What follows belongs to an exercise in optimizing a design on an open flow for small area and a short achievable clock period; a production flow would make more cautious choices.
Only simulation tests tie the RTL to the original design; equivalence was not proved.

the reference run:
==> flow/design.v (excerpt) <==
module can_relay (
    input  wire        clk,
    input  wire        rst,           
    input  wire        repeat_en,     
    input  wire        fast_tick,     
    input  wire        rx1_valid,
    input  wire [28:0] rx1_id,
    input  wire [3:0]  rx1_dlc,
    input  wire [63:0] rx1_data,
    output wire        rx1_take,
    input  wire        rx2_valid,
    input  wire [28:0] rx2_id,
    input  wire [3:0]  rx2_dlc,
    input  wire [63:0] rx2_data,
    output wire        rx2_take,
    input  wire        rx3_valid,
    input  wire [28:0] rx3_id,
    input  wire [3:0]  rx3_dlc,
    input  wire [63:0] rx3_data,
    output wire        rx3_take,
    input  wire [7:0]  eflg1,
    input  wire [7:0]  eflg2,
    input  wire [7:0]  eflg3,
    output wire [2:0]  eflg_clr,      
    output wire [2:0]  cause_clr,     
    output reg         fault,         
    input  wire        tx1_busy,
    output wire        tx1_send,
    output wire [28:0] tx1_id,
    output wire [3:0]  tx1_dlc,
    output wire [63:0] tx1_data,
    output wire        drop1,         
    input  wire        tx2_busy,
    output wire        tx2_send,
    output wire [28:0] tx2_id,
    output wire [3:0]  tx2_dlc,
    output wire [63:0] tx2_data,
    output wire        drop2
);
Size in the first run: about 530 I/O pins.
clock: 5.5 ns
lec_check: 0
cap_margin: 20
core_margin: 2
core_utilization: 40
setup_slack_margin: 2.7
slew_margin: 20
tns_end_percent: 30
standard.sh (not shown) runs the stock make flow with config.mk's settings and CLKGATE_MAP_FILE= SYNTH_SCRIPT=/design/flow/synth_recipe.tcl, a recipe that flattens the netlist after the stock synthesis.
==> flow/flow/run.sh <==
#!/bin/bash
# The standard layout (standard.sh: unchanged synthesis and steps) with two
# changes to how cells are chosen:
#  - the port buffers that buffer_ports inserts are plain buf_1 cells
#    instead of its default choice (the resizer upsizes them where timing
#    needs it);
#  - clock tree synthesis builds larger sink clusters and adds no dummy
#    loads (the tree is still balanced by TritonCTS as usual).
set -euo pipefail
export BUFFER_PORTS_ARGS="-buffer_cell sky130_fd_sc_hd__buf_1"
export CTS_ARGS="-sink_clustering_enable -repair_clock_nets -dont_use_dummy_load -sink_clustering_size 30 -sink_clustering_max_diameter 100"
bash standard.sh > standard_flow.log 2>&1
## Diff of input files: the trial run against the reference run
- TNS_END_PERCENT removed (was 30)
--- outcome ---
Run comparison: the reference run last element of the critical path drop2; the trial run last element of the critical path cause_clr[2]
Re timing-limited maximum frequency: the trial run is about 0.47% up on the reference run.
The trial run vs. the reference run: number of buffers added for setup after CTS went up 1, met3 layer wire length in the routed design went down 60 um, overall global routing resource usage went up 0.35 points.


can_relay, a different RTL version from the one above (not shown whole).
Size: ~3000 cells after synthesis, about 1100 flip-flops, about 530 I/O pins, ~41000 um^2 of cells after synthesis.
Design can_relay, start of the top module:
module can_relay (
    input  wire        clk,
    input  wire        rst,           
    input  wire        repeat_en,     
    input  wire        fast_tick,     
    input  wire        rx1_valid,
    input  wire [28:0] rx1_id,
    input  wire [3:0]  rx1_dlc,
    input  wire [63:0] rx1_data,
    output wire        rx1_take,
    input  wire        rx2_valid,
    input  wire [28:0] rx2_id,
    input  wire [3:0]  rx2_dlc,
    input  wire [63:0] rx2_data,
    output wire        rx2_take,
    input  wire        rx3_valid,
    input  wire [28:0] rx3_id,
    input  wire [3:0]  rx3_dlc,
    input  wire [63:0] rx3_data,
    output wire        rx3_take,
    input  wire [7:0]  eflg1,
    input  wire [7:0]  eflg2,
    input  wire [7:0]  eflg3,
    output wire [2:0]  eflg_clr,      
    output wire [2:0]  cause_clr,     
    output reg         fault,         
    input  wire        tx1_busy,
    output reg         tx1_send,
    output wire [28:0] tx1_id,
    output wire [3:0]  tx1_dlc,
    output wire [63:0] tx1_data,
    output wire        drop1,         
    input  wire        tx2_busy,
    output reg         tx2_send,
    output wire [28:0] tx2_id,
    output wire [3:0]  tx2_dlc,
    output wire [63:0] tx2_data,
    output wire        drop2
);
Settings: LEC_CHECK=0, CAP_MARGIN=20, CORE_MARGIN=2, CORE_UTILIZATION=40, SETUP_SLACK_MARGIN=2.5, SLEW_MARGIN=20; clock period 5.5 ns.
Scripts as last shown in full above: flow/flow/run.sh
The first run completed with no timing, DRC or antenna violations.
Change:
--- a/flow/flow/run.sh
+++ b/flow/flow/run.sh
@@ -11 +11 @@
-export CTS_ARGS="-sink_clustering_enable -repair_clock_nets -dont_use_dummy_load -sink_clustering_size 30 -sink_clustering_max_diameter 100"
+export CTS_ARGS="-sink_clustering_enable -repair_clock_nets -dont_use_dummy_load -sink_clustering_size 24 -sink_clustering_max_diameter 80"
--- a/flow/config.mk
+++ b/flow/config.mk
@@ -11 +11 @@
-export SETUP_SLACK_MARGIN = 2.5
+export SETUP_SLACK_MARGIN = 3.0
- clock skew came out higher by 0.072 ns
- global-route usage came out higher by 0.97 points
- final area came out higher by 4.3%

## afterwards: timing with drivers on the ports
In the flow no input, the clock included, has a driving cell. The finished layouts below were timed again as built, in two steps.
Step 1, drivers: a clkbuf_16 drives clk and a buf_2 each remaining input, both assumed.
Step 2 also shifts input and output timing later by t, the mid clock arrival at the registers, as if the neighbouring blocks saw the same clock.
a / b / c = ideal / step 1 / step 2; a / b = the first two.
| run | shift t [ns] | setup slack, ns | worst setup path after step 2 | pins driven straight from the clock port |
|---|---|---|---|---|
| the reference run | 0.698 | 2.647 / 2.589 / 2.185 | input to register | 1 |
| the trial run | 0.687 | 2.660 / 2.635 / 2.201 | input to register | 1 |
| the first run of note 2 | 0.697 | 2.540 / 2.478 / 2.238 | input to register | 1 |
| the second run of note 2 | 0.715 | 2.537 / 2.483 / 2.035 | input to register | 1 |
After both steps setup and hold are still met in every run listed. The setup slack of the second run of note 2, which loses most, moves by -0.054 ns with the drivers and by -0.502 ns with both steps.
